Background: an optimization exercise with open tools, aiming at a short achievable clock period and few clock cycles. Do not read the settings as production practice.
In this exercise RTL edits were held to simulation tests only and were not proved equivalent to the original.
Power and IR drop assume default switching activity.

==> flow/design.v <==
module il_core (
    input  wire        clk,
    input  wire        rst,
    input  wire        start,
    input  wire [15:0] prog_len,
    output wire        busy,
    output wire [15:0] acc,
    output wire [15:0] last_line,
    output wire [4:0]  esp,
    output wire [4:0]  csp,
    output wire        prog_valid,
    output wire [15:0] prog_addr,
    input  wire        prog_ready,
    input  wire [15:0] prog_word,
    input  wire [15:0] prog_opr,
    output wire        mem_valid,
    output wire        mem_we,
    output wire [1:0]  mem_region,
    output wire [4:0]  mem_slot,
    output wire [15:0] mem_wdata,
    input  wire        mem_ready,
    input  wire [15:0] mem_rdata
);
    localparam DEPTH = 20;
    localparam [4:0] OP_LOAD = 5'd1,  OP_STOR = 5'd2,  OP_SET = 5'd3,
                     OP_AND  = 5'd5,  OP_OR   = 5'd6,  OP_XOR = 5'd7,
                     OP_ADD  = 5'd8,  OP_SUB  = 5'd9,  OP_MUL = 5'd10,
                     OP_DIV  = 5'd11, OP_GT   = 5'd12, OP_GE  = 5'd13,
                     OP_EQ   = 5'd14, OP_NE   = 5'd15, OP_LE  = 5'd16,
                     OP_LT   = 5'd17, OP_JUMP = 5'd18, OP_CALL = 5'd19,
                     OP_RET  = 5'd20, OP_CLOSE = 5'd21;
    localparam [2:0] PH_RUN  = 3'd0,    
                     PH_CMEM = 3'd1,    
                     PH_MUL1 = 3'd2,
                     PH_MUL2 = 3'd3,
                     PH_MUL3 = 3'd4,
                     PH_DIV0 = 3'd5,
                     PH_DIVI = 3'd6;
    integer k;
    reg [15:0] acc_r;
    reg [15:0] last_line_r;
    reg [4:0]  esp_r;
    reg [4:0]  csp_r;
    reg [15:0] edisc;
    reg [4:0]  estk_op [0:DEPTH-1];    
    reg        estk_n  [0:DEPTH-1];    
    reg [15:0] estk_a  [0:DEPTH-1];    
    reg [15:0] cstk    [0:DEPTH-1];    
    reg        busy_r;
    reg        pv;         
    reg        fmore;      
    reg [15:0] pa;         
    reg [15:0] plen;
    reg        cp_push, cp_pop;
    reg        spec;       
    reg        redir;      
    reg [15:0] rd_pa;
    reg        rd_more;
    reg [15:0] cp_val;
    wire [15:0] ctop = cp_push ? cp_val : (cp_pop ? cstk[1] : cstk[0]);
    function [7:0] decode_addr;    
        input [15:0] a;
        reg h0, h1, h2, h3, l0, l1, l2, l3, v;
        reg [4:0] dm;
        begin
            h0 = (a[15:5] == 11'd0);       
            h1 = (a[15:6] == 10'h09C);     
            h2 = (a[15:7] == 9'h0EA);      
            h3 = (a[15:7] == 9'h138);      
            l0 = (a[4:0] >= 5'd1)  && (a[4:0] <= 5'd26);
            l1 = (a[5:0] >= 6'h11) && (a[5:0] <= 6'h2A);
            l2 = (a[6:0] >= 7'h31) && (a[6:0] <= 7'h4A);
            l3 = (a[6:0] >= 7'h41) && (a[6:0] <= 7'h5A);
            v  = (h0 & l0) | (h1 & l1) | (h2 & l2) | (h3 & l3);
            dm = a[4:0] - 5'd1;             
            decode_addr = {v, {2{v}} & {h2 | h3, h1 | h3},
                           {5{v}} & {dm[4] ^ (h1 | h2), dm[3:0]}};
        end
    endfunction
    wire [4:0] p_op  = (prog_word[7:0] > 8'd21) ? 5'd0 : prog_word[4:0];
    wire       p_i   = prog_word[8];
    wire       p_n   = prog_word[9];
    wire       p_c   = prog_word[10];
    wire       p_g   = prog_word[11];
    wire       p_ld  = (p_op == OP_LOAD);
    wire       p_st  = (p_op == OP_STOR);
    wire       p_sr  = (p_op == 5'd3) || (p_op == 5'd4);
    wire       p_bin = (p_op >= OP_AND) && (p_op <= OP_LT);
    wire       p_md  = (p_op == OP_MUL) || (p_op == OP_DIV);
    wire       p_j   = (p_op == OP_JUMP);
    wire       p_cl  = (p_op == OP_CALL);
    wire       p_rt  = (p_op == OP_RET);
    wire       p_cls = (p_op == OP_CLOSE);
    wire       p_ctrl = p_j | p_cl | p_rt;
    wire [7:0] p_dec = decode_addr(prog_opr);
    wire       p_mok = p_dec[7];
    wire k_ld   = p_ld & !p_g;
    wire k_open = p_g & (p_ld | p_st | p_bin);
    wire k_stor = p_st & !p_g;
    wire k_bin  = p_bin & !p_g;
    wire [6:0] p_kind = {p_ctrl, p_cls, k_bin, p_sr, k_stor, k_open, k_ld};
    wire p_memreq = p_mok & ((k_ld & !p_i) | (k_open & p_bin & !p_i) |
                             k_stor | p_sr | (k_bin & !p_i));
    wire p_useimm = (p_ld & (p_i | p_g)) | (p_st & p_g) | (p_bin & p_i);
    wire [15:0] p_vimm = (p_useimm ? prog_opr : 16'd0) ^ {16{p_n & k_bin}};
    wire p_rinv = k_ld & p_n;
    wire p_we   = k_stor | p_sr;
    wire p_mod  = !(k_stor | p_sr | p_ctrl);
    wire p_fin  = !p_cls & !(k_bin & p_md);    
    wire p_logic = (p_op == OP_AND) || (p_op == OP_OR) || (p_op == OP_XOR);
    wire p_nacc = !(k_ld | (k_bin & p_memreq & !p_md & !p_logic));
    wire p_exec = !(p_op == 5'd0);    
    wire [15:0] pa1 = pa + 16'd1;
    localparam QW = 77;
    wire [QW-1:0] p_ent = {p_sps, p_nacc, p_fin, p_mod, p_we, p_rinv, p_memreq, p_dec[4:0], p_dec[6:5],
                           pa1, p_vimm, prog_opr, p_c, p_n, p_i, p_op, p_kind};
    localparam QD = 3;
    reg [QW-1:0] q [0:QD-1];
    reg [QD:0]   qv;         
    wire         b_v = qv[0];
    reg        e_v;
    reg [2:0]  e_ph;
    reg [6:0]  e_kind;
    reg [4:0]  e_op;
    reg        e_i, e_n, e_c;
    reg [15:0] e_opr, e_vimm, e_line1;
    reg [1:0]  e_region;
    reg [4:0]  e_slot;
    reg        e_memreq, e_rinv, e_we, e_mod, e_fin, e_nacc;
    reg        e_sp;       
    reg        w_pend;
    reg [4:0]  w_op;
    reg [15:0] w_b;
    reg        m_req;      
    reg [15:0] mA, mB;
    reg [15:0] m4 [0:3];    
    reg        mdiv;
    reg [15:0] dR, dD, dQ;
    reg [3:0]  dCnt;
    reg        dZero;
    wire e_kld   = e_kind[0];
    wire e_kopen = e_kind[1];
    wire e_kstor = e_kind[2];
    wire e_ksr   = e_kind[3];
    wire e_kbin  = e_kind[4];
    wire e_kcls  = e_kind[5];
    wire e_kctrl = e_kind[6];
    reg  acc_nz;     
    wire e_stall = w_pend && e_nacc;
    wire e_run  = e_v && (e_ph == PH_RUN) && !e_stall;
    wire e_cm   = e_v && (e_ph == PH_CMEM);
    wire e_cond = acc_nz ^ e_n;
    reg        mv_r;
    reg [15:0] wd_r;
    assign mem_valid  = mv_r;
    assign mem_we     = e_we;
    assign mem_region = e_region;
    assign mem_slot   = e_slot;
    wire   mhs        = mem_valid & mem_ready;
    assign mem_wdata  = wd_r;
    wire [15:0] rdm   = {mem_rdata[15:1] & {15{e_region[1]}}, mem_rdata[0]};
    wire [15:0] rd_inv = rdm ^ {{15{e_rinv & e_region[1]}}, e_rinv};    
    wire [15:0] rd_bin = rdm ^ {16{e_n}};          
    wire [4:0]  top_op = estk_op[0];
    wire        top_n  = estk_n[0];
    wire [15:0] top_a  = estk_a[0];
    function [15:0] s16;
        input [16:0] x;
        s16 = x[15:0];
    endfunction
    function [16:0] add16;
        input [15:0] a;
        input [15:0] b;
        input        ci;
        reg   [15:0] g, p, gg, pp2;
        integer j, d;
        begin
            g = a & b;
            p = a ^ b;
            g[0] = g[0] | (p[0] & ci);
            gg  = g;
            pp2 = p;
            for (d = 1; d < 16; d = d * 2) begin
                for (j = 15; j >= d; j = j - 1) begin
                    gg[j]  = gg[j] | (pp2[j] & gg[j-d]);
                    pp2[j] = pp2[j] & pp2[j-d];
                end
            end
            add16 = {gg[15], p ^ {gg[14:0], ci}};
        end
    endfunction
    function [15:0] alu;
        input [4:0]  op;
        input [15:0] a;
        input [15:0] b;
        reg   [16:0] d, d2, sm;
        reg          lt, gt, cl, ce, cg, cmp;
        begin
            sm = add16(a, b, 1'b0);
            d  = add16(a, ~b, 1'b1);
            d2 = add16(b, ~a, 1'b1);
            lt = !d[16];
            gt = !d2[16];
            cl = (op == OP_LT) || (op == OP_LE) || (op == OP_NE);
            ce = (op == OP_GE) || (op == OP_EQ) || (op == OP_LE);
            cg = (op == OP_GT) || (op == OP_GE) || (op == OP_NE);
            cmp = lt ? cl : (gt ? cg : ce);
            alu = ({16{op == OP_AND}} & (a & b)) |
                  ({16{op == OP_OR}}  & (a | b)) |
                  ({16{op == OP_XOR}} & (a ^ b)) |
                  ({16{op == OP_ADD}} & sm[15:0]) |
                  ({16{op == OP_SUB}} & d[15:0]) |
                  {15'd0, cmp};
        end
    endfunction
    function sum_zero;
        input [15:0] a;
        input [15:0] b;
        sum_zero = (((a ^ b) ^ {(a[14:0] | b[14:0]), 1'b0}) == 16'd0);
    endfunction
    function alu_nz;
        input [4:0]  op;
        input [15:0] a;
        input [15:0] b;
        reg   [16:0] d, d2;
        reg          lt, gt, cl, ce, cg;
        begin
            d  = add16(a, ~b, 1'b1);
            d2 = add16(b, ~a, 1'b1);
            lt = !d[16];
            gt = !d2[16];
            cl = (op == OP_LT) || (op == OP_LE) || (op == OP_NE);
            ce = (op == OP_GE) || (op == OP_EQ) || (op == OP_LE);
            cg = (op == OP_GT) || (op == OP_GE) || (op == OP_NE);
            case (op)
                OP_AND: alu_nz = ((a & b) != 16'd0);
                OP_OR:  alu_nz = ((a | b) != 16'd0);
                OP_XOR, OP_SUB: alu_nz = (a != b);
                OP_ADD: alu_nz = !sum_zero(a, b);
                OP_GT, OP_GE, OP_EQ, OP_NE, OP_LE, OP_LT:
                        alu_nz = lt ? cl : (gt ? cg : ce);
                default: alu_nz = 1'b0;
            endcase
        end
    endfunction
    wire [15:0] yw = alu(w_op, acc_r, w_b);
    wire [15:0] yr   = alu(e_op, acc_r, e_vimm);             
    wire [15:0] c_b  = acc_r ^ {16{top_n}};
    wire [15:0] yc   = alu(top_op, top_a, c_b);               
    wire        r_md = (top_op == OP_MUL) || (top_op == OP_DIV);
    wire [7:0] acc_dec = decode_addr(acc_r);
    wire       c_disc  = (edisc != 16'd0);
    wire       c_empty = (esp_r == 5'd0);
    wire       c_ldst  = (top_op == OP_LOAD) || (top_op == OP_STOR);
    wire       c_done  = c_disc || c_empty || (!c_ldst && !r_md);
    function [31:0] csa;    
        input [15:0] x, y, z;
        reg   [15:0] s, c;
        begin
            s = x ^ y ^ z;
            c = (x & y) | (x & z) | (y & z);
            csa = {c[14:0], 1'b0, s};
        end
    endfunction
    wire [15:0] oA = !e_run ? mA : (e_kcls ? top_a : acc_r);
    wire [15:0] oB = !e_run ? mB : (e_kcls ? c_b : e_vimm);
    reg [15:0] mt [0:39];
    always @(*) begin
        for (k = 0; k < 16; k = k + 1)
            mt[k] = oB[k] ? (oA << k) : 16'd0;
        for (k = 0; k < 12; k = k + 1) begin
            mt[16 + 2*k] = mt[3*k] ^ mt[3*k+1] ^ mt[3*k+2];
            mt[17 + 2*k] = ((mt[3*k] & mt[3*k+1]) | (mt[3*k] & mt[3*k+2]) |
                            (mt[3*k+1] & mt[3*k+2])) << 1;
        end
    end
    wire [15:0] mf_s1 = m4[0] ^ m4[1] ^ m4[2];
    wire [15:0] mf_c1 = ((m4[0] & m4[1]) | (m4[0] & m4[2]) | (m4[1] & m4[2])) << 1;
    wire [15:0] mf_s2 = m4[3] ^ mf_s1 ^ mf_c1;
    wire [15:0] mf_c2 = ((m4[3] & mf_s1) | (m4[3] & mf_c1) | (mf_s1 & mf_c1)) << 1;
    wire [15:0] mfin  = mf_s2 + mf_c2;
    function [4:0] lzc;
        input [15:0] x;
        integer j;
        begin
            lzc = 5'd16;
            for (j = 0; j < 16; j = j + 1)
                if (x[j]) lzc = 5'd15 - j[4:0];
        end
    endfunction
    wire [4:0]  lzA = lzc(oA);
    wire [4:0]  lzB = lzc(oB);
    wire [4:0]  dS  = lzB - lzA;
    wire [15:0] dD1 = dD >> 1;
    wire [16:0] d_t = {1'b0, dR} - {1'b0, dD};
    wire        d_ge = !d_t[16];
    wire [16:0] d_u = {1'b0, dR} - {1'b0, dD1};
    wire [17:0] d_x = {2'b0, dR};
    wire [17:0] d_y = ~{2'b0, dD};
    wire [17:0] d_z = ~{2'b0, dD1};
    wire [17:0] d_s = d_x ^ d_y ^ d_z;
    wire [17:0] d_c = {((d_x[16:0] & d_y[16:0]) | (d_x[16:0] & d_z[16:0]) |
                        (d_y[16:0] & d_z[16:0])), 1'b1};
    wire [17:0] d_v = d_s + d_c + 18'd1;               
    wire        d_ge2 = d_ge ? !d_v[17] : !d_u[16];
    wire [15:0] d_r2 = d_ge ? (d_ge2 ? d_v[15:0] : d_t[15:0])
                            : (d_ge2 ? d_u[15:0] : dR);
    task mul_tree;
        begin
            for (k = 0; k < 4; k = k + 1) m4[k] <= mt[36 + k];
            e_ph <= PH_MUL3;
        end
    endtask
    task div_setup;
        begin
            dZero <= (oB == 16'd0) || (lzB < lzA);
            dR    <= oA;
            dD    <= oB << dS[3:0];
            dQ    <= 16'd0;
            dCnt  <= dS[3:0];
            e_ph  <= PH_DIVI;
        end
    endtask
    reg e_done;
    always @(*) begin
        e_done = 1'b0;
        if (e_v) begin
            case (e_ph)
            PH_RUN:  e_done = !e_stall && (e_kcls ? c_done : (e_fin && (!mem_valid || mem_ready)));
            PH_CMEM: e_done = !m_req || mem_ready;
            PH_MUL3: e_done = 1'b1;
            PH_DIVI: e_done = dZero || (dCnt[3:1] == 3'd0);
            default: e_done = 1'b0;
            endcase
        end
    end
    wire e_accept = !e_v || e_done;
    wire e_lg   = (e_op == OP_AND) || (e_op == OP_OR) || (e_op == OP_XOR);
    wire em_bin = e_run & e_kbin & e_fin & m_req & !e_lg;    
    wire em_lg  = e_run & e_kbin & m_req & e_lg;             
    wire [15:0] ylg = (e_op == OP_AND) ? (acc_r & rd_bin) :
                      (e_op == OP_OR)  ? (acc_r | rd_bin) : (acc_r ^ rd_bin);
    wire em_rd  = (e_run & (e_kld | (e_kopen & (esp_r != DEPTH))) & m_req) |
                  (e_cm & !e_we & m_req);
    reg        o_en;
    reg [15:0] o_val;
    reg        o_nz;       
    always @(*) begin
        o_en  = 1'b0;
        o_val = 16'd0;
        o_nz  = 1'b0;
        if (e_v) begin
            case (e_ph)
            PH_RUN: if (!e_stall) begin
                if (e_kld && !e_memreq) begin
                    o_en = 1'b1;  o_val = e_vimm;  o_nz = (e_vimm != 16'd0);
                end else if (e_kopen && !e_memreq && esp_r != DEPTH) begin
                    o_en = 1'b1;  o_val = e_vimm;  o_nz = (e_vimm != 16'd0);
                end else if (e_kbin && e_fin && !e_memreq) begin
                    o_en = 1'b1;  o_val = yr;  o_nz = alu_nz(e_op, acc_r, e_vimm);
                end else if (e_kcls && !c_disc && !c_empty) begin
                    if (top_op == OP_STOR) begin
                        o_en = 1'b1;  o_val = top_a;  o_nz = (top_a != 16'd0);
                    end else if (top_op == OP_LOAD) begin
                        o_en = !acc_dec[7];  o_val = 16'd0;
                    end else if (!r_md && top_op >= OP_AND && top_op <= OP_LT) begin
                        o_en = 1'b1;  o_val = yc;  o_nz = alu_nz(top_op, top_a, c_b);
                    end
                end
            end
            PH_MUL3: begin
                o_en = 1'b1;  o_val = mfin;  o_nz = !sum_zero(mf_s2, mf_c2);
            end
            PH_DIVI: begin
                o_en  = dZero || (dCnt[3:1] == 3'd0);
                o_val = dZero ? 16'd0 : (dCnt[0] ? {dQ[13:0], d_ge, d_ge2} : {dQ[14:0], d_ge});
                o_nz  = !dZero && ((dCnt[0] ? (dQ[13:0] != 14'd0) || d_ge2 : (dQ[14:0] != 15'd0)) || d_ge);
            end
            default: ;
            endcase
        end
    end
    wire [15:0] acc_o  = o_en ? o_val : (w_pend ? yw : acc_r);
    wire        t_bin  = mem_ready & em_bin;
    wire        t_rd   = mem_ready & em_rd;
    wire        t_lg   = mem_ready & em_lg;
    wire [15:0] acc_nx = t_rd ? rd_inv : (t_lg ? ylg : acc_o);
    wire        lg_nz  = (e_op == OP_AND) ? ((acc_r & rd_bin) != 16'd0) :
                         (e_op == OP_OR)  ? (acc_nz || (rd_bin != 16'd0)) : (acc_r != rd_bin);
    wire        nz_nx  = t_rd ? (rd_inv != 16'd0) : t_lg ? lg_nz :
                         (o_en ? o_nz : (w_pend ? alu_nz(w_op, acc_r, w_b) : acc_nz));
    wire        hs       = pv && prog_ready;
    wire        lt_pa1   = (pa1 < plen);
    wire        lt_opr   = (prog_opr < plen);
    wire        lt_ctop  = (ctop < plen);
    reg         q_mod;
    always @(*) begin
        q_mod = 1'b0;
        for (k = 0; k < QD; k = k + 1)
            if (qv[k] && q[k][QW-4]) q_mod = 1'b1;
    end
    wire        acc_stable = !(e_v && e_mod) && !q_mod && !w_pend;
    wire        w_j      = (prog_word[7:0] == 8'd18);
    wire        w_cl     = (prog_word[7:0] == 8'd19);
    wire        w_rt     = (prog_word[7:0] == 8'd20);
    wire        w_ctrl   = w_j | w_cl | w_rt;
    wire        w_nop    = (prog_word[7:0] == 8'd0) || (prog_word[7:0] > 8'd21);
    wire        p_hold   = w_ctrl && ((p_c && !acc_stable) || (spec && !w_j));
    wire        p_sps    = p_hold && !spec;       
    wire        p_go     = !p_hold && (!p_c || (acc_nz ^ p_n));
    wire        p_push   = w_cl && p_go && (csp_r != DEPTH);
    wire        p_pop    = w_rt && p_go && (csp_r != 5'd0);
    wire        p_tj     = (w_j && p_go) || p_push;
    wire        p_tr     = w_rt && p_go;
    wire        p_toE    = !w_nop && (!w_ctrl || p_hold);
    wire [15:0] p_next   = p_tj ? prog_opr : (p_tr ? (p_pop ? ctop : 16'hFFFF) : pa1);
    wire        p_lt     = p_tj ? lt_opr : (p_tr ? (p_pop && lt_ctop) : lt_pa1);
    wire        p_more   = p_lt && !(p_hold && spec);
    wire        x_e      = e_run && e_kctrl;
    wire        flush;       
    wire        hs_ok    = hs && !redir && !flush;    
    wire        e_go     = !e_c || e_cond;
    wire        e_push   = (e_op == OP_CALL) && e_go && (csp_r != DEPTH);
    wire        e_pop    = (e_op == OP_RET) && e_go && (csp_r != 5'd0);
    wire        e_tj     = ((e_op == OP_JUMP) && e_go) || e_push;
    wire        e_tr     = (e_op == OP_RET) && e_go;
    wire [15:0] e_next   = e_tj ? e_opr : (e_tr ? (e_pop ? ctop : 16'hFFFF) : e_line1);
    assign      flush    = x_e && e_sp && (e_tj || e_tr);
    wire        fl_wait  = pv && !prog_ready;    
    wire        e_lt     = e_tj ? (e_opr < plen) : (e_tr ? (e_pop && lt_ctop) : (e_line1 < plen));
    reg        fmore_n, e_v_n;
    reg [QD:0] qv_n;
    wire       q_pop  = e_accept && b_v;
    wire       q_push = hs_ok && p_toE && !(e_accept && !b_v);
    wire [QW-1:0] src = b_v ? q[0] : p_ent;    
    wire       c_to_cm = e_run && e_kcls && !c_disc && !c_empty && c_ldst;
    wire       m_req_nx = flush ? 1'b0 : c_to_cm ? acc_dec[7] :
                          e_accept ? (b_v ? q[0][QW-7] : (hs_ok && p_toE && p_memreq)) :
                          (m_req && !mhs);
    wire       ksr_nx  = !c_to_cm && (e_accept ? src[3] : e_ksr);
    wire       n_nx    = c_to_cm ? top_n : (e_accept ? src[13] : e_n);
    wire       set_nx  = e_accept ? (src[11:7] == OP_SET) : (e_op == OP_SET);
    wire       p_word  = (prog_opr[15:7] == 9'h0EA) || (prog_opr[15:7] == 9'h138);
    wire       word_nx = c_to_cm ? acc_dec[6] :
                         (e_accept ? (b_v ? q[0][64] : p_word) : e_region[1]);
    wire       nacc_nx = e_accept ? src[QW-2] : e_nacc;
    wire       mv_nx   = m_req_nx && (!ksr_nx || (nz_nx ^ n_nx)) && !(t_bin && nacc_nx);
    wire [15:0] wd_nx  = ksr_nx ? {15'd0, set_nx} :
                         (word_nx ? (acc_nx ^ {16{n_nx}}) : {15'd0, nz_nx ^ n_nx});
    always @(*) begin
        if (flush)                fmore_n = fl_wait || e_lt;
        else if (redir)           fmore_n = hs ? rd_more : 1'b1;
        else if (x_e && !e_sp)    fmore_n = e_lt;
        else if (hs)              fmore_n = p_more;
        else                      fmore_n = fmore;
        for (k = 0; k < QD; k = k + 1) begin
            if (q_pop && !q_push)      qv_n[k] = qv[k+1];
            else if (q_push && !q_pop) qv_n[k] = qv[k] | ((k == 0) ? 1'b1 : qv[k-1]);
            else                       qv_n[k] = qv[k];
        end
        qv_n[QD] = 1'b0;
        if (flush) qv_n = {(QD+1){1'b0}};
        e_v_n = e_v;
        if (e_accept) e_v_n = !flush && (b_v || (hs_ok && p_toE));
    end
    reg        sp_pend;
    reg [4:0]  sp_op;
    reg        sp_n;
    reg [15:0] sp_a;
    wire push_go = e_run && e_kopen && (esp_r != DEPTH) && (!m_req || mem_ready);
    wire pop_go  = e_run && e_kcls && !c_disc && !c_empty;
    always @(posedge clk) begin
        if (rst) begin
            sp_pend <= 1'b0;
        end else begin
            if (push_go) begin
                estk_op[0] <= e_op;
                estk_n[0]  <= e_n;
                estk_a[0]  <= acc_r;
                sp_op <= estk_op[0];
                sp_n  <= estk_n[0];
                sp_a  <= estk_a[0];
            end else if (pop_go) begin
                estk_op[0] <= sp_pend ? sp_op : estk_op[1];
                estk_n[0]  <= sp_pend ? sp_n  : estk_n[1];
                estk_a[0]  <= sp_pend ? sp_a  : estk_a[1];
            end
            if (sp_pend && !pop_go) begin
                estk_op[1] <= sp_op;
                estk_n[1]  <= sp_n;
                estk_a[1]  <= sp_a;
                for (k = 2; k < DEPTH; k = k + 1) begin
                    estk_op[k] <= estk_op[k-1];
                    estk_n[k]  <= estk_n[k-1];
                    estk_a[k]  <= estk_a[k-1];
                end
            end else if (pop_go && !sp_pend) begin
                for (k = 1; k < DEPTH - 1; k = k + 1) begin
                    estk_op[k] <= estk_op[k+1];
                    estk_n[k]  <= estk_n[k+1];
                    estk_a[k]  <= estk_a[k+1];
                end
            end
            sp_pend <= push_go;
        end
    end
    always @(posedge clk) begin
        if (rst) begin
            cp_push <= 1'b0;
            cp_pop  <= 1'b0;
        end else begin
            cp_push <= busy_r && (x_e ? e_push : (hs_ok && p_push));
            cp_pop  <= busy_r && (x_e ? e_pop : (hs_ok && p_pop));
            cp_val  <= x_e ? e_line1 : pa1;
            if (cp_push) begin
                cstk[0] <= cp_val;
                for (k = 1; k < DEPTH; k = k + 1) cstk[k] <= cstk[k-1];
            end else if (cp_pop) begin
                for (k = 0; k < DEPTH - 1; k = k + 1) cstk[k] <= cstk[k+1];
            end
        end
    end
    always @(posedge clk) begin
        if (rst) begin
            busy_r <= 1'b0;
            pv     <= 1'b0;
            fmore  <= 1'b0;
            qv     <= {(QD+1){1'b0}};
            e_v    <= 1'b0;
            e_ph   <= PH_RUN;
            m_req  <= 1'b0;
            spec   <= 1'b0;
            redir  <= 1'b0;
            mv_r   <= 1'b0;
            w_pend <= 1'b0;
            pa       <= 16'd0;
            e_slot   <= 5'd0;
            e_region <= 2'd0;
            acc_r  <= 16'd0;
            acc_nz <= 1'b0;
            esp_r  <= 5'd0;
            csp_r  <= 5'd0;
            edisc  <= 16'd0;
        end else if (!busy_r) begin
            if (start) begin
                busy_r <= 1'b1;
                plen   <= prog_len;
                pa     <= 16'd0;
                fmore  <= (prog_len != 16'd0);
                pv     <= (prog_len != 16'd0);
                last_line_r <= pa;
            end
        end else begin
            fmore  <= fmore_n;
            qv     <= qv_n;
            e_v    <= e_v_n;
            pv     <= fmore_n && !qv_n[QD-1];
            busy_r <= fmore_n || qv_n[0] || e_v_n || t_bin;
            if (x_e) begin
                if (e_push) csp_r <= csp_r + 5'd1;
                else if (e_pop) csp_r <= csp_r - 5'd1;
            end else if (hs_ok) begin
                if (p_push) csp_r <= csp_r + 5'd1;
                else if (p_pop) csp_r <= csp_r - 5'd1;
            end
            if (flush) begin
                if (!fl_wait) pa <= e_next;
                rd_pa   <= e_next;
                rd_more <= e_lt;
            end else if (redir) begin
                if (hs) pa <= rd_pa;
            end else if (x_e && !e_sp) begin
                pa <= e_next;
            end else if (hs) begin
                pa <= p_next;
            end
            redir <= flush ? fl_wait : (redir && !hs);
            if (x_e && e_sp) spec <= 1'b0;
            else if (hs_ok && p_sps) spec <= 1'b1;
            for (k = 0; k < QD; k = k + 1) begin
                if (q_pop) begin
                    if (hs && qv[k] && !qv[k+1]) q[k] <= p_ent;
                    else if (k < QD - 1) q[k] <= q[k+1];
                end else if (hs && !qv[k] && ((k == 0) || qv[k-1])) begin
                    q[k] <= p_ent;
                end
            end
            m_req <= m_req_nx;
            mv_r  <= mv_nx;
            wd_r  <= wd_nx;
            if (e_accept) begin
                e_ph <= PH_RUN;
                {e_sp, e_nacc, e_fin, e_mod, e_we, e_rinv, e_memreq, e_slot, e_region, e_line1, e_vimm,
                 e_opr, e_c, e_n, e_i, e_op, e_kind} <= b_v ? q[0] : p_ent;
            end
            acc_r  <= acc_nx;
            acc_nz <= nz_nx;
            w_pend <= t_bin;
            w_op   <= e_op;
            w_b    <= rd_bin;
            if (e_v) begin
                case (e_ph)
                PH_RUN: if (!e_stall) begin
                    if (e_kopen) begin
                        if (mhs || !e_memreq) begin
                            if (esp_r != DEPTH) begin
                                esp_r <= esp_r + 5'd1;
                            end else if (edisc != 16'hFFFF) begin
                                edisc <= edisc + 16'd1;
                            end
                        end
                    end else if (e_kbin) begin
                        if (mhs || !e_memreq) begin
                            if (!e_fin) begin
                                mdiv <= (e_op == OP_DIV);
                                if (mhs) begin
                                    mA   <= acc_r;
                                    mB   <= rd_bin;
                                    e_ph <= (e_op == OP_DIV) ? PH_DIV0 : PH_MUL1;
                                end else if (e_op == OP_DIV) begin
                                    div_setup;
                                end else begin
                                    mul_tree;
                                end
                            end
                        end
                    end else if (e_kcls) begin
                        if (c_disc) begin
                            edisc <= edisc - 16'd1;
                        end else if (!c_empty) begin
                            esp_r <= esp_r - 5'd1;
                            if (c_ldst) begin
                                e_ph     <= PH_CMEM;
                                e_region <= acc_dec[6:5];
                                e_slot   <= acc_dec[4:0];
                                e_we     <= (top_op == OP_STOR);
                                e_n      <= top_n;
                                e_rinv   <= top_n;
                            end else if (r_md) begin
                                mdiv <= (top_op == OP_DIV);
                                if (top_op == OP_DIV) begin
                                    div_setup;
                                end else begin
                                    mul_tree;
                                end
                            end
                        end
                    end
                end
                PH_MUL1: begin
                    mul_tree;
                end
                PH_DIV0: begin
                    div_setup;
                end
                PH_DIVI: begin
                    dR   <= d_r2;
                    dD   <= dD >> 2;
                    dQ   <= {dQ[13:0], d_ge, d_ge2};
                    dCnt <= dCnt - 4'd2;
                end
                default: ;
                endcase
            end
        end
    end
    assign busy       = busy_r;
    assign acc        = acc_r;
    assign last_line  = busy_r ? last_line_r : pa;
    assign esp        = esp_r;
    assign csp        = csp_r;
    assign prog_valid = pv;
    assign prog_addr  = pa;
endmodule
==> flow/run.sh <==
#!/bin/bash
# synth_recipe.tcl (not shown) runs the flow's synth.tcl, then flattens the netlist and writes it again
# the make line also repeats each setting of config.mk as NAME=value (left out here)
make -C /OpenROAD-flow-scripts/flow DESIGN_CONFIG=/design/flow/config.mk WORK_HOME=/design/flow/orfs CLKGATE_MAP_FILE= SYNTH_SCRIPT=/design/flow/synth_recipe.tcl finish
==> flow/config.mk <==
export PLATFORM = sky130hd
export DESIGN_NAME = il_core
export DESIGN_NICKNAME = il_core
export VERILOG_FILES = /design/flow/design.v
export SDC_FILE = /design/flow/constraint.sdc
export NUM_CORES = 4
export LEC_CHECK = 0
export CAP_MARGIN = 20
export CORE_MARGIN = 2
export CORE_UTILIZATION = 40
export SETUP_SLACK_MARGIN = 5.0
export SLEW_MARGIN = 20
==> flow/constraint.sdc <==
create_clock -name core_clock -period 8.0 [get_ports {clk}]
set_input_delay 1.6000 -clock core_clock [delete_from_list [all_inputs] [get_ports {clk}]]
set_output_delay 1.6000 -clock core_clock [all_outputs]
set_load 0.01 [all_outputs]
==> results.json, run 1 <==
{
  "synth-async-reset-ratio_pct": 0,
  "timing.critical_path.arrival_ps": 5150,
  "post_layout_nonfiller_instances": 10600,
  "number_of_setup_violations_in_the_final_report": 0,
  "numClockSinks": 1392,
  "first_global_vias": 60900,
  "die_area_um2": 207000,
  "num-nets-final": 8447,
  "reg2reg_setup_slack_ps": 3400,
  "regArea_um2": 41200,
  "route.final.wire_length_mm": 279,
  "grt_antenna_before_repair": 7,
  "clock_skew_ps": 69.5,
  "relSlewSlack_pct": 23.5,
  "synth_seq_cells": 1392,
  "routed-via-count": 62900,
  "min_period_ps": 4600,
  "cts-root-to-sink-buffers": 3,
  "ys_seq_area_share_pct": 50.3,
  "synthesis.nets": 7726,
  "grt-busiest-layer": "met2",
  "die_height_um": 455,
  "crit_path_max_incr_delay_ps": 730,
  "grt_use_total_pct": 25.6,
  "antenna_left": 0,
  "synth_edf_count": 1308,
  "maxCapViolCount": 0,
  "worst_pin_slew_ps": 1150,
  "worstHoldStart": "estk_a[18][2]",
  "dp_hpwl_mm": 171,
  "drive_above_1_share_pct": 35.4,
  "area_growth_syn_to_layout_pct": 28.6,
  "clock_tree_from_tritoncts": "built",
  "critical_path.reg2reg.startpoint": "e_kind[5]",
  "multiInputGateArea_um2": 43000,
  "hold-path-endpoint": "estk_a[19][2]",
  "synth.cell_area_um2": 81500,
  "holdCritPathClass": "flip-flop to flip-flop",
  "placementRows": 165,
  "syn-mean-instance-area_um2": 11.5,
  "gp_congestion": 0.996,
  "overflow": 0,
  "numCtsBuffers": 158,
  "endpoints_failing_hold": 0,
  "globalRouteMet3Util_pct": 4.98,
  "setup.worst_path.end_class": "flip-flop",
  "netlist_top_cells_count": "1308 x sky130_fd_sc_hd__edfxtp_1, 759 x sky130_fd_sc_hd__mux2_2, 682 x sky130_fd_sc_hd__nor2_1",
  "initial_utilization_pct": 40.3,
  "synth.area.top_cells": "sky130_fd_sc_hd__edfxtp_1 48%, sky130_fd_sc_hd__mux2_2 10%, sky130_fd_sc_hd__ha_1 7.0%",
  "cp_num_buf_inv": 4,
  "peakVddDrop_v": 0.000222,
  "drt-pass1-iter-count": 9,
  "yosysMostFrequentCell": "sky130_fd_sc_hd__edfxtp_1",
  "remaining_drc_errors": 0,
  "first_pass_grt_wire_length_mm": 399,
  "final-max-slew-violation-count": 0,
  "data_required_time_at_the_worst_endpoint_ps": 8550,
  "fin_total_pwr_mw": 18.2,
  "placed_inst_area_um2": 86300,
  "timing.critical_path.fanout_max": 37,
  "htreeDepth": 4,
  "io_buffer_count": 149,
  "cpLargestDelayFamily": "adder cells",
  "clock_latency_on_the_worst_skew_pair_ps": 850,
  "gr-usage-met2_pct": 39.9,
  "worst_path_max_delay_cell": "sky130_fd_sc_hd__o21ai_0",
  "yosys.cell_types.count": 102,
  "cp_common_cell": "sky130_fd_sc_hd__xnor2_1",
  "post-route-period-util_pct": 57.5,
  "worst_setup_path_type": "flip-flop to flip-flop",
  "layout.filler_cells": 17300,
  "synthesis.instances": 7094,
  "utilization_of_the_core_after_routing_pct": 51.8,
  "setup_repair_after_global_routing_missed_its_margin": "true",
  "worstReg2RegEnd": "m4[2][15]",
  "cellPowerDensity_nw_per_um2": 174,
  "dieWidth_um": 455,
  "largest_net_degree_at_the_start_of_global_routing": 217,
  "clk_pin_slew_worst_setup_hold_paths_ps": 60,
  "critPathLaunchType": "flip-flop",
  "path_cells": "buf_4 -> buf_12 -> o21ai_0 -> o21ai_0 -> buf_4 -> nand2b_1 -> fa_1 -> fa_1 -> inv_1 -> fa_2 -> xnor2_2 -> xnor2_1 -> xnor2_1 -> xnor2_1 -> xnor2_1 -> xnor2_1",
  "power_leakage_nw": 38.5,
  "use_met1_pct": 34.3,
  "synth_largest_type_area_fraction_pct": 48.2,
  "top_ports": 154,
  "clk_tree_root_cell": "sky130_fd_sc_hd__clkbuf_16",
  "ys.flop_type": "sky130_fd_sc_hd__edfxtp_1",
  "final_area_um2": 105000,
  "worstRegToRegCells": 16,
  "synth.largest_area_cell": "sky130_fd_sc_hd__edfxtp_1",
  "via_per_inst": 5.91,
  "outcome": "timing/DRC/antenna clean",
  "core_um2": 202000,
  "cts-hold-fix-buffers": 0,
  "hold_ws_ps": 443,
  "synth-warning-count": 9,
  "placedCellCount": 9684,
  "holdPathStages": 0,
  "initialDrtViolationCount": 6845,
  "post_drt_wl_per_cell_um": 26.2,
  "achievable-frequency_ghz": 0.217
}
==> kinds of logic after synthesis <==
logic type / count (synthesis) / synth area share, %
AO/OA/AOI/OAI: 1392 / 11.1
XOR/XNOR: 270 / 2.90
adder cells (fa/ha/maj): 563 / 9.65
buffers and inverters: 743 / 3.46
flip-flops: 1392 / 50.3
multiplexers: 900 / 12.3
AND/OR/NAND/NOR: 1834 / 10.3
==> final cells by class <==
type	count	share of cell area [%]
flip-flops and latches	1392	39.3
repair inverters	1	0.00478
inverters	348	1.34
clock buffers	194	3.97
multi-input cells	4972	41.1
well taps	2672	3.19
repair buffers	942	9.97
diodes	7	0.0167
clock inverters	101	1.11
==> stage by stage <==
stage	setup TNS [ps]	setup slack (ps)
after floorplan	-109710	-277
after global placement	0	1640
after detailed placement	0	1570
after CTS	0	3460
after global routing	0	3250
final	0	3400
==> power by group <==
part / leakage [nW] / internal, mW / switching [mW]
sequential: 12.7 / 8.02 / 0.0614
combinational: 23.2 / 1.19 / 1.51
clock: 2.59 / 4.24 / 3.18
==> how the worst max path moves through the flow <==
stage / endpoint / startpoint / cells past startpoint
2_1_floorplan: estk_a[10][0] / rst / 4
3_3_place_gp: wd_r[0] / mem_rdata[0] / 13
3_5_place_dp: wd_r[0] / mem_rdata[15] / 14
4_1_cts: dD[9] / e_ph[1] / 23
5_1_grt: dD[9] / e_ph[0] / 23
6_report: m4[2][15] / e_kind[5] / 16
==> metal layers <==
metal,part of all wire [%],vias up
met2,45,3120
met5,0.0047,-
met1,40,31300
met4,5.6,2
met3,8.8,786
li1,-,27700
==> what timing repair did <==
action / CTS / global route
resized for setup: 1644 / 526
hold endpoints to repair: 0 / 0
pin swaps: 251 / 257
setup buffers: 392 / 182
setup endpoints to repair: 1992 / 1423
gates cloned: 49 / 20
==> layout by cell type (no fill, tap or decap), types with 38 or more instances in the layout <==
master                      Yosys  final
sky130_fd_sc_hd__and3_1        54     48
sky130_fd_sc_hd__buf_4          1    486
sky130_fd_sc_hd__nand2_1      529    501
sky130_fd_sc_hd__nor2_2         1     51
sky130_fd_sc_hd__nand4_1       65     65
sky130_fd_sc_hd__o211ai_1      66     66
sky130_fd_sc_hd__nor4_1        79     50
sky130_fd_sc_hd__ha_4           0     45
sky130_fd_sc_hd__a21o_1        71     69
sky130_fd_sc_hd__edfxtp_1    1308   1308
sky130_fd_sc_hd__dfxtp_4        0     54
sky130_fd_sc_hd__fa_1         109     79
sky130_fd_sc_hd__nor3_1        88     63
sky130_fd_sc_hd__xor2_1        96     76
sky130_fd_sc_hd__xnor2_1      174    135
sky130_fd_sc_hd__o21ai_0      272    217
sky130_fd_sc_hd__nand2b_1      52     47
sky130_fd_sc_hd__nor2b_1       52     48
sky130_fd_sc_hd__inv_1        343    286
sky130_fd_sc_hd__a211oi_2       1     38
sky130_fd_sc_hd__a21oi_2        1     70
sky130_fd_sc_hd__buf_12         0     95
sky130_fd_sc_hd__o22ai_1       51     43
sky130_fd_sc_hd__clkbuf_16      0    174
sky130_fd_sc_hd__nand3_1       79     66
sky130_fd_sc_hd__ha_1         454    382
sky130_fd_sc_hd__mux2_2       759    743
sky130_fd_sc_hd__a31oi_1       55     38
sky130_fd_sc_hd__a211oi_1      95     45
sky130_fd_sc_hd__nor2_4         0     41
sky130_fd_sc_hd__nor2_1       682    594
sky130_fd_sc_hd__a21oi_1      387    298
sky130_fd_sc_hd__buf_6          1    190
sky130_fd_sc_hd__mux2i_1      135    118
==> state kept, by name, summed over array words and instances, names as in the netlist, 20 cells and up <==
register,cells
m4,47
estk_op,100
estk_a,320
estk_n,20
cstk,320
q,225
Testbench counts, summed over its fixed seeds: cycles 54,498.
==> run 2: changes to the inputs <==
--- a/flow/design.v
+++ b/flow/design.v
@@ -44,2 +44,4 @@
     reg [15:0] edisc;
+    reg        esp_z, esp_f;    
+    reg        ed_z, ed_f;      
     reg [4:0]  estk_op [0:DEPTH-1];    
@@ -251,4 +253,4 @@
     wire [7:0] acc_dec = decode_addr(acc_r);
-    wire       c_disc  = (edisc != 16'd0);
-    wire       c_empty = (esp_r == 5'd0);
+    wire       c_disc  = !ed_z;
+    wire       c_empty = esp_z;
     wire       c_ldst  = (top_op == OP_LOAD) || (top_op == OP_STOR);
@@ -290,4 +292,4 @@
     endfunction
-    wire [4:0]  lzA = lzc(oA);
-    wire [4:0]  lzB = lzc(oB);
+    wire [4:0]  lzA = lzc(mA);
+    wire [4:0]  lzB = lzc(mB);
     wire [4:0]  dS  = lzB - lzA;
@@ -315,5 +317,5 @@
         begin
-            dZero <= (oB == 16'd0) || (lzB < lzA);
-            dR    <= oA;
-            dD    <= oB << dS[3:0];
+            dZero <= (mB == 16'd0) || (lzB < lzA);
+            dR    <= mA;
+            dD    <= mB << dS[3:0];
             dQ    <= 16'd0;
@@ -342,6 +344,8 @@
                       (e_op == OP_OR)  ? (acc_r | rd_bin) : (acc_r ^ rd_bin);
-    wire em_rd  = (e_run & (e_kld | (e_kopen & (esp_r != DEPTH))) & m_req) |
+    wire em_rd  = (e_run & (e_kld | (e_kopen & !esp_f)) & m_req) |
                   (e_cm & !e_we & m_req);
-    reg        o_en;
-    reg [15:0] o_val;
+    reg        o_en;       
+    reg        o_yr;       
+    reg        o_yc;       
+    reg [15:0] o_val;      
     reg        o_nz;       
@@ -349,2 +353,4 @@
         o_en  = 1'b0;
+        o_yr  = 1'b0;
+        o_yc  = 1'b0;
         o_val = 16'd0;
@@ -356,6 +362,6 @@
                     o_en = 1'b1;  o_val = e_vimm;  o_nz = (e_vimm != 16'd0);
-                end else if (e_kopen && !e_memreq && esp_r != DEPTH) begin
+                end else if (e_kopen && !e_memreq && !esp_f) begin
                     o_en = 1'b1;  o_val = e_vimm;  o_nz = (e_vimm != 16'd0);
                 end else if (e_kbin && e_fin && !e_memreq) begin
-                    o_en = 1'b1;  o_val = yr;  o_nz = alu_nz(e_op, acc_r, e_vimm);
+                    o_en = 1'b1;  o_yr = 1'b1;
                 end else if (e_kcls && !c_disc && !c_empty) begin
@@ -366,3 +372,3 @@
                     end else if (!r_md && top_op >= OP_AND && top_op <= OP_LT) begin
-                        o_en = 1'b1;  o_val = yc;  o_nz = alu_nz(top_op, top_a, c_b);
+                        o_en = 1'b1;  o_yc = 1'b1;
                     end
@@ -382,3 +388,2 @@
     end
-    wire [15:0] acc_o  = o_en ? o_val : (w_pend ? yw : acc_r);
     wire        t_bin  = mem_ready & em_bin;
@@ -386,7 +391,13 @@
     wire        t_lg   = mem_ready & em_lg;
-    wire [15:0] acc_nx = t_rd ? rd_inv : (t_lg ? ylg : acc_o);
+    wire        s_oth  = o_en & !o_yr & !o_yc;
+    wire        s_yw   = w_pend & !t_rd & !o_en;
+    wire        s_hold = !(t_rd | t_lg | o_en | w_pend);
+    wire [15:0] acc_nx = ({16{t_rd}} & rd_inv) | ({16{t_lg}} & ylg) |
+                         ({16{o_yr}} & yr) | ({16{o_yc}} & yc) | ({16{s_yw}} & yw) |
+                         ({16{s_oth}} & o_val) | ({16{s_hold}} & acc_r);
     wire        lg_nz  = (e_op == OP_AND) ? ((acc_r & rd_bin) != 16'd0) :
                          (e_op == OP_OR)  ? (acc_nz || (rd_bin != 16'd0)) : (acc_r != rd_bin);
-    wire        nz_nx  = t_rd ? (rd_inv != 16'd0) : t_lg ? lg_nz :
-                         (o_en ? o_nz : (w_pend ? alu_nz(w_op, acc_r, w_b) : acc_nz));
+    wire        nz_nx  = (t_rd & (rd_inv != 16'd0)) | (t_lg & lg_nz) |
+                         (o_yr & alu_nz(e_op, acc_r, e_vimm)) | (o_yc & alu_nz(top_op, top_a, c_b)) |
+                         (s_yw & alu_nz(w_op, acc_r, w_b)) | (s_oth & o_nz) | (s_hold & acc_nz);
     wire        hs       = pv && prog_ready;
@@ -469,3 +480,3 @@
     reg [15:0] sp_a;
-    wire push_go = e_run && e_kopen && (esp_r != DEPTH) && (!m_req || mem_ready);
+    wire push_go = e_run && e_kopen && !esp_f && (!m_req || mem_ready);
     wire pop_go  = e_run && e_kcls && !c_disc && !c_empty;
@@ -541,2 +552,6 @@
             esp_r  <= 5'd0;
+            esp_z  <= 1'b1;
+            esp_f  <= 1'b0;
+            ed_z   <= 1'b1;
+            ed_f   <= 1'b0;
             csp_r  <= 5'd0;
@@ -605,6 +620,10 @@
                         if (mhs || !e_memreq) begin
-                            if (esp_r != DEPTH) begin
+                            if (!esp_f) begin
                                 esp_r <= esp_r + 5'd1;
-                            end else if (edisc != 16'hFFFF) begin
+                                esp_z <= 1'b0;
+                                esp_f <= (esp_r == DEPTH - 1);
+                            end else if (!ed_f) begin
                                 edisc <= edisc + 16'd1;
+                                ed_z  <= 1'b0;
+                                ed_f  <= (edisc == 16'hFFFE);
                             end
@@ -620,3 +639,5 @@
                                 end else if (e_op == OP_DIV) begin
-                                    div_setup;
+                                    mA   <= acc_r;
+                                    mB   <= e_vimm;
+                                    e_ph <= PH_DIV0;
                                 end else begin
@@ -629,4 +650,8 @@
                             edisc <= edisc - 16'd1;
+                            ed_z  <= (edisc == 16'd1);
+                            ed_f  <= 1'b0;
                         end else if (!c_empty) begin
                             esp_r <= esp_r - 5'd1;
+                            esp_z <= (esp_r == 5'd1);
+                            esp_f <= 1'b0;
                             if (c_ldst) begin
@@ -641,3 +666,5 @@
                                 if (top_op == OP_DIV) begin
-                                    div_setup;
+                                    mA   <= top_a;
+                                    mB   <= c_b;
+                                    e_ph <= PH_DIV0;
                                 end else begin
==> results.json, run 2 <==
{
  "synth_simple_gate_area_share_pct": 10.5,
  "die_height_um": 455,
  "via_per_inst": 5.89,
  "clock_skew_ps": 59.3,
  "grt_use_total_pct": 25.9,
  "setup_ws_ps": 3620,
  "holdCritPathClass": "flip-flop to flip-flop",
  "post_synth_fa_ha_maj_area_fraction_pct": 9.42,
  "synth_largest_type_area_fraction_pct": 48.2,
  "placed_inst_area_um2": 86000,
  "synth_edf_count": 1308,
  "overflow": 0,
  "clk_pin_slew_worst_setup_hold_paths_ps": 60,
  "power_leakage_nw": 39.0,
  "syn-mean-instance-area_um2": 11.4,
  "number_of_setup_violations_in_the_final_report": 0,
  "synth.largest_area_cell": "sky130_fd_sc_hd__edfxtp_1",
  "drt-pass1-iter-count": 6,
  "final-max-slew-violation-count": 0,
  "gr-usage-met2_pct": 40.1,
  "yosys.cell_types.count": 102,
  "use_met1_pct": 34.3,
  "globalRouteMet3Util_pct": 6.26,
  "numClockSinks": 1396,
  "min_period_ps": 4380,
  "gp_congestion": 1.00,
  "io_buffer_count": 149,
  "largest_net_degree_at_the_start_of_global_routing": 217,
  "synth_compound_gate_area_share_pct": 11.0,
  "timing.critical_path.arrival_ps": 4910,
  "hold_ws_ps": 446,
  "synthesis.nets": 7741,
  "ys.flop_type": "sky130_fd_sc_hd__edfxtp_1",
  "clock_latency_on_the_worst_skew_pair_ps": 830,
  "worst_setup_path_type": "flip-flop to flip-flop",
  "numCtsBuffers": 157,
  "preCtsSetupSlack_ps": 2330,
  "num-nets-final": 8541,
  "reg2reg_setup_slack_ps": 3620,
  "endpoints_failing_hold": 0,
  "route.final.wire_length_mm": 283,
  "final_area_um2": 106000,
  "cellPowerDensity_nw_per_um2": 184,
  "die_area_um2": 207000,
  "first_pass_grt_wire_length_mm": 403,
  "timing.critical_path.fanout_max": 17,
  "relSlewSlack_pct": 3.81,
  "dp_hpwl_mm": 176,
  "outcome": "timing/DRC/antenna clean",
  "yosysMostFrequentCell": "sky130_fd_sc_hd__edfxtp_1",
  "antenna_left": 0,
  "placementRows": 165,
  "layout_common_cells": "1308 x sky130_fd_sc_hd__edfxtp_1, 729 x sky130_fd_sc_hd__mux2_2, 582 x sky130_fd_sc_hd__nor2_1",
  "core_um2": 202000,
  "drive_above_1_share_pct": 36.0,
  "layout.filler_cells": 17300,
  "top_ports": 154,
  "synth.cell_area_um2": 81400,
  "synth_top_family_by_area": "multiplexers",
  "initial_utilization_pct": 40.2,
  "worst_pin_slew_ps": 1440,
  "ys_seq_area_share_pct": 50.4,
  "post-route-period-util_pct": 54.7,
  "setup_repair_after_global_routing_missed_its_margin": "true",
  "htreeDepth": 4,
  "final_common_cell": "sky130_fd_sc_hd__edfxtp_1",
  "synthesis.instances": 7123,
  "cts-root-to-sink-buffers": 3,
  "dieWidth_um": 455,
  "achievable-frequency_ghz": 0.228,
  "area_growth_syn_to_layout_pct": 29.6,
  "synth-async-reset-ratio_pct": 0,
  "netlist_top_cells_count": "1308 x sky130_fd_sc_hd__edfxtp_1, 756 x sky130_fd_sc_hd__mux2_2, 649 x sky130_fd_sc_hd__nor2_1",
  "grt-busiest-layer": "met2",
  "post_drt_wl_per_cell_um": 26.4,
  "setup.worst_path.end_class": "flip-flop",
  "worst_setup_path_startpoint": "e_nacc",
  "grt_antenna_before_repair": 10,
  "worstHoldStart": "cstk[18][5]",
  "synth-warning-count": 9,
  "first_global_vias": 60900,
  "initialDrtViolationCount": 7066,
  "clock_tree_from_tritoncts": "built",
  "post_synth_xor_area_fraction_pct": 2.90,
  "clk_tree_root_cell": "sky130_fd_sc_hd__clkbuf_16",
  "routed-via-count": 63200,
  "muxShareOfSynthArea_pct": 12.1,
  "finalSetupTns_ps": 0,
  "reg_top3": "cstk x320, estk_a x320, q x225",
  "critical_path.reg2reg.startpoint": "e_nacc",
  "maxCapViolCount": 0,
  "data_required_time_at_the_worst_endpoint_ps": 8540,
  "synth_seq_cells": 1396,
  "peakVddDrop_v": 0.000221,
  "critPathLaunchType": "flip-flop",
  "synth.area.top_cells": "sky130_fd_sc_hd__edfxtp_1 48%, sky130_fd_sc_hd__mux2_2 10%, sky130_fd_sc_hd__ha_1 6.8%",
  "remaining_drc_errors": 0,
  "fin_total_pwr_mw": 19.5
}
[run 2: per-layer routing]
metal	vias up	wire, um
met3	804	27500
met2	3162	127000
met5	-	27
met4	4	16300
li1	28000	-
met1	31300	113000
[run 2: power breakdown]
group,leakage [nW],switching (mW),internal [mW]
combinational,23.8,2.26,1.66
sequential,12.7,0.130,8.12
clock,2.48,3.12,4.16
total,39.0,5.51,13.9
[run 2: worst max-delay path, cell delays in order, from the launching register on]
cell and delay [ps]:
sky130_fd_sc_hd__edfxtp_1 480, sky130_fd_sc_hd__a2111oi_4 370, sky130_fd_sc_hd__nand2_2 140, sky130_fd_sc_hd__buf_6 190, sky130_fd_sc_hd__buf_16 180, sky130_fd_sc_hd__a21oi_2 220, sky130_fd_sc_hd__buf_4 150, sky130_fd_sc_hd__nor2_2 40
sky130_fd_sc_hd__fa_1 480, sky130_fd_sc_hd__inv_1 50, sky130_fd_sc_hd__fa_1 520, sky130_fd_sc_hd__inv_1 50, sky130_fd_sc_hd__fa_2 350, sky130_fd_sc_hd__xnor2_2 150, sky130_fd_sc_hd__xnor2_1 130, sky130_fd_sc_hd__xnor2_1 180
sky130_fd_sc_hd__xnor2_1 150, sky130_fd_sc_hd__xnor2_1 150, sky130_fd_sc_hd__xnor2_1 90
[run 2: metrics by stage]
step                      utilization, %  cells
after floorplan                        -   7123
after global placement              42.5   9681
after detailed placement            42.5   9683
after CTS                           50.0  10500
after global routing                52.2  10700
final                               52.2  10700
[run 2: what timing repair did]
item | CTS | global route
hold buffers | 0 | 0
gates cloned | 36 | 25
setup endpoints to repair | 1987 | 1044
setup buffers | 466 | 225
resized for setup | 1781 | 514
pin swaps | 286 | 256
[run 2: cells by family after synthesis]
group | count (synthesis)
AO/OA/AOI/OAI | 1412
XOR/XNOR | 270
adder cells (fa/ha/maj) | 549
buffers and inverters | 759
flip-flops | 1396
multiplexers | 878
AND/OR/NAND/NOR | 1859
[run 2: final timing paths]
check / depth (start not counted) / end
min reg2reg: 0 / cstk[19][5]
max reg2reg: 18 / m4[2][15]
min: 0 / cstk[19][5]
max: 18 / m4[2][15]
[run 2: layout make-up]
| type | instances | area (um^2) | area share (%) |
|---|---|---|---|
| clock buffers | 204 | 4150 | 3.93 |
| repair buffers | 1028 | 11000 | 10.4 |
| inverters | 356 | 1430 | 1.35 |
| multi-input cells | 4984 | 43400 | 41.1 |
| well taps | 2672 | 3340 | 3.17 |
| clock inverters | 87 | 1020 | 0.967 |
| flip-flops and latches | 1396 | 41200 | 39.1 |
| diodes | 7 | 17.5 | 0.0166 |
Testbench counts of run 2, summed over its fixed seeds: cycles 54,765.
==> run 3: changes to the inputs <==
--- a/flow/design.v
+++ b/flow/design.v
@@ -137,3 +137,3 @@
     reg [15:0] mA, mB;
-    reg [15:0] m4 [0:3];    
+    reg [15:0] m6 [0:5];    
     reg        mdiv;
@@ -250,3 +250,4 @@
     wire [15:0] c_b  = acc_r ^ {16{top_n}};
-    wire [15:0] yc   = alu(top_op, top_a, c_b);               
+    wire [15:0] yc   = top_n ? alu(top_op, top_a, ~acc_r) : alu(top_op, top_a, acc_r);
+    wire        yc_nz = top_n ? alu_nz(top_op, top_a, ~acc_r) : alu_nz(top_op, top_a, acc_r);
     wire        r_md = (top_op == OP_MUL) || (top_op == OP_DIV);
@@ -266,5 +267,6 @@
     endfunction
-    wire [15:0] oA = !e_run ? mA : (e_kcls ? top_a : acc_r);
-    wire [15:0] oB = !e_run ? mB : (e_kcls ? c_b : e_vimm);
-    reg [15:0] mt [0:39];
+    wire        ph_run = (e_ph == PH_RUN);
+    wire [15:0] oA = !ph_run ? mA : (e_kcls ? top_a : acc_r);
+    wire [15:0] oB = !ph_run ? mB : (e_kcls ? c_b : e_vimm);
+    reg [15:0] mt [0:35];
     always @(*) begin
@@ -272,3 +274,3 @@
             mt[k] = oB[k] ? (oA << k) : 16'd0;
-        for (k = 0; k < 12; k = k + 1) begin
+        for (k = 0; k < 10; k = k + 1) begin
             mt[16 + 2*k] = mt[3*k] ^ mt[3*k+1] ^ mt[3*k+2];
@@ -278,6 +280,8 @@
     end
-    wire [15:0] mf_s1 = m4[0] ^ m4[1] ^ m4[2];
-    wire [15:0] mf_c1 = ((m4[0] & m4[1]) | (m4[0] & m4[2]) | (m4[1] & m4[2])) << 1;
-    wire [15:0] mf_s2 = m4[3] ^ mf_s1 ^ mf_c1;
-    wire [15:0] mf_c2 = ((m4[3] & mf_s1) | (m4[3] & mf_c1) | (mf_s1 & mf_c1)) << 1;
+    wire [31:0] mf_1 = csa(m6[0], m6[1], m6[2]);
+    wire [31:0] mf_2 = csa(m6[3], m6[4], m6[5]);
+    wire [31:0] mf_3 = csa(mf_1[15:0], mf_1[31:16], mf_2[15:0]);
+    wire [31:0] mf_4 = csa(mf_2[31:16], mf_3[15:0], mf_3[31:16]);
+    wire [15:0] mf_s2 = mf_4[15:0];
+    wire [15:0] mf_c2 = mf_4[31:16];
     wire [15:0] mfin  = mf_s2 + mf_c2;
@@ -311,3 +315,3 @@
         begin
-            for (k = 0; k < 4; k = k + 1) m4[k] <= mt[36 + k];
+            for (k = 0; k < 6; k = k + 1) m6[k] <= mt[30 + k];
             e_ph <= PH_MUL3;
@@ -400,3 +404,3 @@
     wire        nz_nx  = (t_rd & (rd_inv != 16'd0)) | (t_lg & lg_nz) |
-                         (o_yr & alu_nz(e_op, acc_r, e_vimm)) | (o_yc & alu_nz(top_op, top_a, c_b)) |
+                         (o_yr & alu_nz(e_op, acc_r, e_vimm)) | (o_yc & yc_nz) |
                          (s_yw & alu_nz(w_op, acc_r, w_b)) | (s_oth & o_nz) | (s_hold & acc_nz);
==> results.json, run 3 <==
{
  "power_leakage_nw": 40.0,
  "setup.worst_path.end_class": "flip-flop",
  "die_area_um2": 213000,
  "post_layout_nonfiller_instances": 11200,
  "endpoints_failing_hold": 0,
  "placed_inst_area_um2": 88800,
  "finalSetupTns_ps": 0,
  "num-nets-final": 8920,
  "grt_antenna_before_repair": 14,
  "number_of_setup_violations_in_the_final_report": 0,
  "cts-root-to-sink-buffers": 3,
  "maxCapViolCount": 0,
  "placedCellCount": 10200,
  "path_cells": "fa_1 -> inv_1 -> fa_1 -> fa_2 -> inv_2 -> ha_4 -> xor2_1 -> nand4_1 -> nor2_1 -> nand4_1 -> o21ai_4 -> o21ai_2 -> a221o_1 -> nor4b_4 -> mux2i_1 -> xnor2_1 -> o21ai_1",
  "dp_hpwl_mm": 190,
  "clock_power_share_pct": 41.9,
  "final_common_cell": "sky130_fd_sc_hd__edfxtp_1",
  "synth-async-reset-ratio_pct": 0,
  "outcome": "timing/DRC/antenna clean",
  "dieWidth_um": 462,
  "holdPathStages": 0,
  "ys.flop_type": "sky130_fd_sc_hd__edfxtp_1",
  "synth_largest_type_area_fraction_pct": 47.2,
  "numCtsBuffers": 157,
  "io_buffer_count": 149,
  "layout_common_cells": "1319 x sky130_fd_sc_hd__edfxtp_1, 741 x sky130_fd_sc_hd__mux2_2, 579 x sky130_fd_sc_hd__nor2_1",
  "antenna_left": 0,
  "utilization_of_the_core_after_routing_pct": 52.1,
  "cpLargestDelayFamily": "adder cells",
  "routed-via-count": 68000,
  "synthesis.instances": 7490,
  "synthesis.nets": 8119,
  "p_int_mw": 13.1,
  "setup_repair_after_global_routing_missed_its_margin": "true",
  "route.final.wire_length_mm": 317,
  "overflow": 0,
  "final-max-slew-violation-count": 0,
  "clock_latency_on_the_worst_skew_pair_ps": 850,
  "area_growth_syn_to_layout_pct": 29.8,
  "synth-warning-count": 9,
  "synth_seq_cells": 1407,
  "yosys.cell_types.count": 91,
  "fin_total_pwr_mw": 17.7,
  "post-route-period-util_pct": 60.3,
  "worst_pin_slew_ps": 1300,
  "htreeDepth": 4,
  "largest_net_degree_at_the_start_of_global_routing": 201,
  "clock_skew_ps": 85.4,
  "combinationalPowerShare_pct": 12.5,
  "gp_congestion": 0.964,
  "relSlewSlack_pct": 13.4,
  "timing.critical_path.fanout_max": 3,
  "initial_utilization_pct": 40.1,
  "worst_path_max_delay_cell": "sky130_fd_sc_hd__fa_2",
  "clock_tree_from_tritoncts": "built",
  "timing.critical_path.arrival_ps": 5420,
  "post_drt_wl_per_cell_um": 28.2,
  "initialDrtViolationCount": 8367,
  "remaining_drc_errors": 0,
  "data_required_time_at_the_worst_endpoint_ps": 8590,
  "drt-pass1-iter-count": 8,
  "crit_path_max_incr_delay_ps": 590,
  "first_global_vias": 64200,
  "min_period_ps": 4830,
  "cellPowerDensity_nw_per_um2": 162,
  "synth.largest_area_cell": "sky130_fd_sc_hd__edfxtp_1",
  "synth.area.top_cells": "sky130_fd_sc_hd__edfxtp_1 47%, sky130_fd_sc_hd__mux2_2 10%, sky130_fd_sc_hd__ha_1 6.5%",
  "grt_use_total_pct": 27.4,
  "syn-mean-instance-area_um2": 11.2,
  "reg_top3": "cstk x320, estk_a x320, q x225",
  "p_seq_share_pct": 45.7,
  "critPathLaunchType": "flip-flop",
  "numClockSinks": 1407,
  "worst_setup_path_type": "flip-flop to flip-flop",
  "first_pass_grt_wire_length_mm": 434,
  "placementRows": 168,
  "die_height_um": 462,
  "worstRegToRegCells": 17,
  "clk_tree_root_cell": "sky130_fd_sc_hd__clkbuf_16",
  "via_per_inst": 6.06,
  "achievable-frequency_ghz": 0.207,
  "ys_seq_area_share_pct": 49.3,
  "holdCritPathClass": "flip-flop to flip-flop",
  "layout.filler_cells": 17700,
  "yosysMostFrequentCell": "sky130_fd_sc_hd__edfxtp_1",
  "cp_num_buf_inv": 2,
  "core_um2": 209000,
  "clk_pin_slew_worst_setup_hold_paths_ps": 60,
  "drive_above_1_share_pct": 35.9,
  "peakVddDrop_v": 0.000227,
  "power.net_switching_mw": 4.55,
  "synth_edf_count": 1319,
  "top_ports": 154,
  "synth.cell_area_um2": 83900,
  "power.share.switching_pct": 25.8,
  "netlist_top_cells_count": "1319 x sky130_fd_sc_hd__edfxtp_1, 758 x sky130_fd_sc_hd__mux2_2, 727 x sky130_fd_sc_hd__nor2_1",
  "final_area_um2": 109000,
  "worst-path-stages": 17
}
## run 3: final timing paths
check | from | end | slack, ps
setup / recovery | m6[0][14] | wd_r[0] | 3170
hold reg to reg | estk_a[18][6] | estk_a[19][6] | 450
hold / removal | estk_a[18][6] | estk_a[19][6] | 450
setup reg to reg | m6[0][14] | wd_r[0] | 3170
## run 3: cell type report
cell class | count | area [um^2] | area share (%)
sequential | 1407 | 41500 | 38.2
antenna | 3 | 7.51 | 0.00690
clock inverter | 88 | 1040 | 0.960
tap | 2805 | 3510 | 3.22
multi-input combinational | 5291 | 45100 | 41.4
timing repair buffer | 1060 | 12000 | 11.1
clock buffer | 201 | 4200 | 3.86
inverter | 374 | 1460 | 1.34
## run 3: cell families (layout without fill, tap and decap cells)
family / after synthesis / count (layout) / synth area share (%)
other cells: 0 / 3 / 0
fa+ha+maj: 560 / 560 / 9.47
mux: 917 / 920 / 12.2
xor+xnor: 267 / 267 / 2.80
flops: 1407 / 1407 / 49.3
compound gates: 1508 / 1513 / 11.6
buf+inv: 814 / 1723 / 3.67
simple gates: 2017 / 2031 / 11.0
## run 3: metrics by stage
step                setup WS, ps  hold WS [ps]
floorplan                   -297           416
global placement            1850           426
detailed placement          1810           431
CTS                         3250           447
global route                2950           464
finish                      3170           447
## run 3: what timing repair did
| item | in CTS | in global routing |
|---|---|---|
| buffers inserted | 466 | 193 |
| pin swaps | 283 | 291 |
| resized for setup | 1692 | 723 |
| cloned | 41 | 64 |
| endpoints found under the setup margin | 1963 | 1377 |
| hold buffers | 0 | 0 |
## run 3: per-layer routing
metal / part of all wire (%) / track usage [%] / vias up
li1: - / - / 29300
met1: 39 / 36.7 / 33700
met2: 44 / 41.7 / 3918
met3: 10 / 6.51 / 1064
met4: 6.4 / 13.3 / 10
met5: 0.029 / 0 / -
## run 3: power by group through the flow
stage | logic, mW | clock network [mW] | registers (mW)
finish | 2.20 | 7.40 | 8.07
global route | 2.29 | 7.80 | 8.07
CTS | 2.00 | 7.52 | 8.07
detailed placement | 1.58 | 0 | 8.24
global placement | 1.58 | 0 | 8.24
floorplan | 0.929 | 0 | 8.23
Testbench counts of run 3, summed over its fixed seeds: cycles 54,765.

-- re-timing with driven ports --
How much do the figures lean on ideal ports? The routed layouts below were timed once more, with nothing changed but the port constraints.
Step 1 assumes that a clkbuf_16 drives the clock port and a buf_2 every other input.
Step 2 moves the port delays by t, midway between the first and last clock arrival at a register: inputs arrive t later, outputs are due t later. That takes back most of the time a late clock gives input paths.
a / b / c = no drivers / after step 1 / after step 2; a / b = the first two.
run | t, ns | setup WS [ns] | worst hold slack (ns) | worst slew at a driven data input, ns
run 1 | 0.900 | 3.396 / 3.396 / 2.870 | 0.443 / 0.443 / 0.443 | 0.17
run 2 | 0.885 | 3.623 / 3.623 / 3.088 | 0.446 / 0.446 / 0.446 | 0.20
run 3 | 0.898 | 3.173 / 3.173 / 2.362 | 0.447 / 0.447 / 0.447 | 0.06
After both steps setup and hold are still met in every run listed. For run 3, which loses most, drivers alone change the setup slack by 0.000 ns; drivers and shift together by -0.811 ns.
